This design comes from an exercise in tuning for small area on the open sky130 flow, not from production work. In this exercise RTL edits were held to simulation tests only and were not proved equivalent to the original. Power and IR drop assume default switching activity.

==> flow/design.v (excerpt) <==
module s6afb (
    input  wire        clk,
    input  wire [31:0] tick,
    input  wire        init_stb,
    input  wire [3:0]  init_tag,
    input  wire        rx_stb,
    input  wire [3:0]  rx_tag,
    input  wire [7:0]  rx_data,
    input  wire        issue_stb,
    input  wire [7:0]  issue_reg,
    input  wire [15:0] issue_val,
    input  wire        drive_stb,
    input  wire        wd_stb,
    output wire        issue_busy,
    output reg         rx_arm,
    output wire        tx_stb,
    output wire [39:0] tx_data,
    output wire [15:0] acc_x,
    output wire [15:0] acc_y,
    output wire [15:0] acc_z,
    output wire [15:0] gyro_x,
    output wire [15:0] gyro_y,
    output wire [15:0] gyro_z,
    output wire [15:0] angle_x,
    output wire [15:0] angle_y,
    output wire [15:0] angle_z,
    output wire [15:0] mag_x,
    output wire [15:0] mag_y,
    output wire [15:0] mag_z,
    output wire [15:0] temp,
    output wire [15:0] volt,
    output wire [15:0] version,
    output wire [31:0] last_frame_ts,
    output wire [31:0] angle_period,
    output wire [87:0] echo
);
clock: 10.0 ns
lec_check: 0
cap_margin: 0
core_margin: 2
core_utilization: 75
slew_margin: 0
standard.sh (not shown) runs the stock make flow with config.mk's settings and CLKGATE_MAP_FILE= SYNTH_SCRIPT=/design/flow/synth_recipe.tcl, a recipe that flattens the netlist after the stock synthesis.
==> flow/flow/run.sh <==
#!/bin/bash
# The standard layout (standard.sh, which runs ORFS from synthesis to
# finish), with two changes that only make the layout smaller:
#  - every input and output port gets the smallest buffer, buf_1;
#  - the clock tree uses clkbuf_4 in clusters of at most 10 flip-flops and
#    no dummy loads.
# The make run's full output goes to make_finish.log in this folder; ORFS
# also keeps each step's log under orfs/logs.
set -euo pipefail
bash standard.sh \
  BUFFER_PORTS_ARGS="-buffer_cell sky130_fd_sc_hd__buf_1" \
  CTS_ARGS="-sink_clustering_enable -repair_clock_nets -dont_use_dummy_load -buf_list sky130_fd_sc_hd__clkbuf_4 -sink_clustering_size 10 -sink_clustering_max_diameter 40" \
  finish > make_finish.log 2>&1
Edit:
==> flow/flow/run.sh (replaced) <==
#!/bin/bash
# The standard layout (standard.sh, which runs ORFS from synthesis to
# finish), with three changes that only make the layout smaller:
#  - every input and output port gets the smallest buffer, buf_1;
#  - the clock tree uses clkbuf_4 in clusters of at most 10 flip-flops and
#    no dummy loads;
#  - the constant outputs share synthesis's tie cells instead of getting
#    one tie cell each.
# The make run's full output goes to make_finish.log in this folder; ORFS
# also keeps each step's log under orfs/logs.
set -euo pipefail
bash standard.sh \
  BUFFER_PORTS_ARGS="-buffer_cell sky130_fd_sc_hd__buf_1" \
  CTS_ARGS="-sink_clustering_enable -repair_clock_nets -dont_use_dummy_load -buf_list sky130_fd_sc_hd__clkbuf_4 -sink_clustering_size 10 -sink_clustering_max_diameter 40" \
  SKIP_REPAIR_TIE_FANOUT=1 \
  finish > make_finish.log 2>&1
Design area hardly moves.
First-iteration DRC count came out higher by 5.4%.
Die area stays the same.
Core utilization came out lower by 0.19 points.
Final cell count came out lower by 0.85%.
Clock-buffer cell count came out higher by 2.
Edit:
--- a/flow/flow/run.sh
+++ b/flow/flow/run.sh
@@ -1,10 +1,8 @@
 #!/bin/bash
 # The standard layout (standard.sh, which runs ORFS from synthesis to
-# finish), with three changes that only make the layout smaller:
+# finish), with two changes that only make the layout smaller:
 #  - every input and output port gets the smallest buffer, buf_1;
 #  - the clock tree uses clkbuf_4 in clusters of at most 10 flip-flops and
-#    no dummy loads;
-#  - the constant outputs share synthesis's tie cells instead of getting
-#    one tie cell each.
+#    no dummy loads.
 # The make run's full output goes to make_finish.log in this folder; ORFS
 # also keeps each step's log under orfs/logs.
Effect:
- routed wire length does not change
- cell count stays the same
- area after synthesis is unchanged
- design area stays the same
- count of clock-buffer cells in the layout does not change
- worst setup slack does not change
- global-route usage stays the same
- first-iteration DRC count is unchanged
- via count does not change
- power is unchanged
- register-to-register slack barely changes
Edit:
==> flow/flow/run.sh (replaced) <==
#!/bin/bash
# The standard layout (standard.sh, which runs ORFS from synthesis to
# finish), with two changes that only make the layout smaller:
#  - every input and output port gets the smallest buffer, buf_1;
#  - the clock tree uses clkbuf_8 in clusters of at most 16 flip-flops and
#    no dummy loads.
# The make run's full output goes to make_finish.log in this folder; ORFS
# also keeps each step's log under orfs/logs.
set -euo pipefail
bash standard.sh \
  BUFFER_PORTS_ARGS="-buffer_cell sky130_fd_sc_hd__buf_1" \
  CTS_ARGS="-sink_clustering_enable -repair_clock_nets -dont_use_dummy_load -buf_list sky130_fd_sc_hd__clkbuf_8 -sink_clustering_size 16 -sink_clustering_max_diameter 50" \
  finish > make_finish.log 2>&1
Result:
- The new run finished clean
- count of clock-buffer cells in the layout drops by 26
- via count drops by 0.63%
- sequential power barely changes
- power climbs by 2.0%
- design area climbs by 0.62%
- core utilization climbs by 0.53 points
- clock power climbs by about 8%
- register-to-register slack gets better by 0.07 ns
- cell count drops by 0.33%
- worst hold slack gets better by 0.019 ns
- global-route usage climbs by 0.37 points

* * *

## run 1
s6afb, a different RTL version from the one above (not shown whole).
Size in the first run: ~1200 cells after synthesis, about 590 flip-flops, roughly 510 I/O pins, ~22000 um^2 of cells after synthesis.
Settings: LEC_CHECK=0, CAP_MARGIN=0, CORE_MARGIN=2, CORE_UTILIZATION=75, SLEW_MARGIN=0; clock period 10.0 ns.
==> flow/flow/run.sh <==
#!/bin/bash
# The standard layout (standard.sh, which runs ORFS from synthesis to
# finish), with two changes that only make the layout smaller:
#  - every input and output port gets the smallest buffer, buf_1;
#  - the clock tree uses clkbuf_8 in clusters of at most 16 flip-flops and
#    no dummy loads.
# The make run's full output goes to make_finish.log in this folder; ORFS
# also keeps each step's log under orfs/logs.
set -euo pipefail
bash standard.sh \
  BUFFER_PORTS_ARGS="-buffer_cell sky130_fd_sc_hd__buf_1" \
  CTS_ARGS="-sink_clustering_enable -repair_clock_nets -dont_use_dummy_load -buf_list sky130_fd_sc_hd__clkbuf_8 -sink_clustering_size 12 -sink_clustering_max_diameter 40" \
  finish > make_finish.log 2>&1
Run 1 reached the final stage; the timing, DRC and antenna checks on its layout passed.
#### Input delta (run 2 over run 1)
- CORE_UTILIZATION changed from 75 to 60
- SLEW_MARGIN changed from 0 to 20
- CAP_MARGIN changed from 0 to 20
==> flow/flow/run.sh <==
#!/bin/bash
set -euo pipefail
bash standard.sh \
  BUFFER_PORTS_ARGS="-buffer_cell sky130_fd_sc_hd__buf_1" \
  CTS_ARGS="-sink_clustering_enable -repair_clock_nets -dont_use_dummy_load -buf_list sky130_fd_sc_hd__clkbuf_16 -sink_clustering_size 30 -sink_clustering_max_diameter 60" \
  finish > make_finish.log 2>&1
Findings:
Relative to run 1, the combinational power measured on run 2 has decreased by a few percent.
The final reports for run 2 and run 1 show switching share of total power lower in the former.
Run 1 → run 2: cell count went up about 3%, portion of total power attributed to combinational logic fell by 0.8 points.
Taking run 1 as 1.0, run 2 lands at 0.64 on number of buffers created by CTS.
Side by side, register share of the cell area turned out lower in run 2 than in run 1.
Against run 1 as the reference, run 2 delivers a higher clock share of power.
Final clock period utilization by the worst path: run 2 vs run 1 up 0.93 points
| clock buffer instance count of the final layout | run 2 vs run 1 | 21 lower |
When run 2 is set beside run 1, its maximum frequency turns out to be 0.96% smaller.
diff inputs: run 2 => run 3
- SLEW_MARGIN: 20 -> 0
- CORE_UTILIZATION: 60 -> 75
- CAP_MARGIN: 20 -> 0
==> flow/flow/run.sh <==
#!/bin/bash
# The standard layout (standard.sh, which runs ORFS from synthesis to
# finish), with two changes that only make the layout smaller:
#  - every input and output port gets the smallest buffer, buf_1;
#  - the clock tree uses clkbuf_8 in clusters of at most 16 flip-flops and
#    no dummy loads.
# The make run's full output goes to make_finish.log in this folder; ORFS
# also keeps each step's log under orfs/logs.
set -euo pipefail
bash standard.sh \
  BUFFER_PORTS_ARGS="-buffer_cell sky130_fd_sc_hd__buf_1" \
  CTS_ARGS="-sink_clustering_enable -repair_clock_nets -dont_use_dummy_load -buf_list sky130_fd_sc_hd__clkbuf_16 -sink_clustering_size 24 -sink_clustering_max_diameter 40" \
  finish > make_finish.log 2>&1
Notes after the runs:
Routed wire length grows by more than 10% when moving from run 2 to run 3. On clock skew, run 2 and run 3 are neck and neck. Looking at run 2 and run 3, the number of multi-input logic gates is a wash. Against run 2, run 3 comes in 2 higher on number of antenna violations at the first check in global routing. | antenna cell count | lower: run 2 |. On power, run 3 does worse than run 2.
diff inputs: run 3 => run 4
- CORE_UTILIZATION changed from 75 to 60
- CAP_MARGIN changed from 0 to 20
- SLEW_MARGIN changed from 0 to 20
==> flow/flow/run.sh <==
#!/bin/bash
set -euo pipefail
bash standard.sh \
  BUFFER_PORTS_ARGS="-buffer_cell sky130_fd_sc_hd__buf_1" \
  CTS_ARGS="-sink_clustering_enable -repair_clock_nets -dont_use_dummy_load -buf_list sky130_fd_sc_hd__clkbuf_8 -sink_clustering_size 16 -sink_clustering_max_diameter 50" \
  finish > make_finish.log 2>&1
Findings:
Run 4 completed every stage of the flow, and the final layout passed the timing, DRC and antenna checks.
[run 4 vs run 3] sequential share of power: higher in run 4
Changes observed in run 4 relative to run 3: CTS buffer count went down by about 2%; count of nets after finishing has remained practically unchanged.
Run 4 vs run 3 on count of clock-buffer cells in the layout: run 4 is the lower one.
Re final instance area: run 4 is about 1.7% down on run 3.

==> port drivers added, routing unchanged <==
No port has a modelled driver above. Below, the same layouts with a new extraction and two added sets of constraints.
Step 1 (the two cells are an assumption about what drives the block):
set clk [get_ports {clk}]
set_driving_cell -lib_cell sky130_fd_sc_hd__clkbuf_16 $clk
set_driving_cell -lib_cell sky130_fd_sc_hd__buf_2 [delete_from_list [all_inputs] $clk]
Step 2, shift: input delay + t, output delay - t, t = (earliest + latest rising clock arrival at the registers) / 2. This alone moves slack from input paths to output paths.
Three values: ideal, step 1, step 2; two values: the first two.
run	shift t [ns]	slack for setup (ns)	worst hold slack (ns)	worst setup path at the end	slew at the worst register clock pin (ns)
the first run of note 1	0.728	0.608 / 0.618 / -0.109	0.408 / 0.408 / 0.408	input to register	0.11 / 0.11
the second run of note 1	0.720	0.427 / 0.453 / -0.266	0.428 / 0.428 / 0.428	input to register	0.11 / 0.11
the third run of note 1	0.720	0.427 / 0.453 / -0.266	0.428 / 0.428 / 0.428	input to register	0.11 / 0.11
the fourth run of note 1	0.610	0.433 / 0.442 / -0.168	0.447 / 0.447 / 0.447	input to register	0.10 / 0.10
run 1	0.625	0.453 / 0.472 / -0.154	0.431 / 0.431 / 0.431	input to register	0.08 / 0.08
run 2	0.581	0.361 / 0.386 / -0.195	0.444 / 0.444 / 0.444	input to register	0.10 / 0.10
run 3	0.604	0.358 / 0.385 / -0.219	0.420 / 0.420 / 0.420	input to register	0.09 / 0.09
run 4	0.659	0.444 / 0.467 / -0.192	0.426 / 0.426 / 0.426	input to register	0.10 / 0.10
With both steps, setup timing fails in every run listed, where it was met with ideal ports. For the first run of note 1, which loses most, drivers alone change the setup slack by +0.010 ns; drivers and shift together by -0.717 ns.
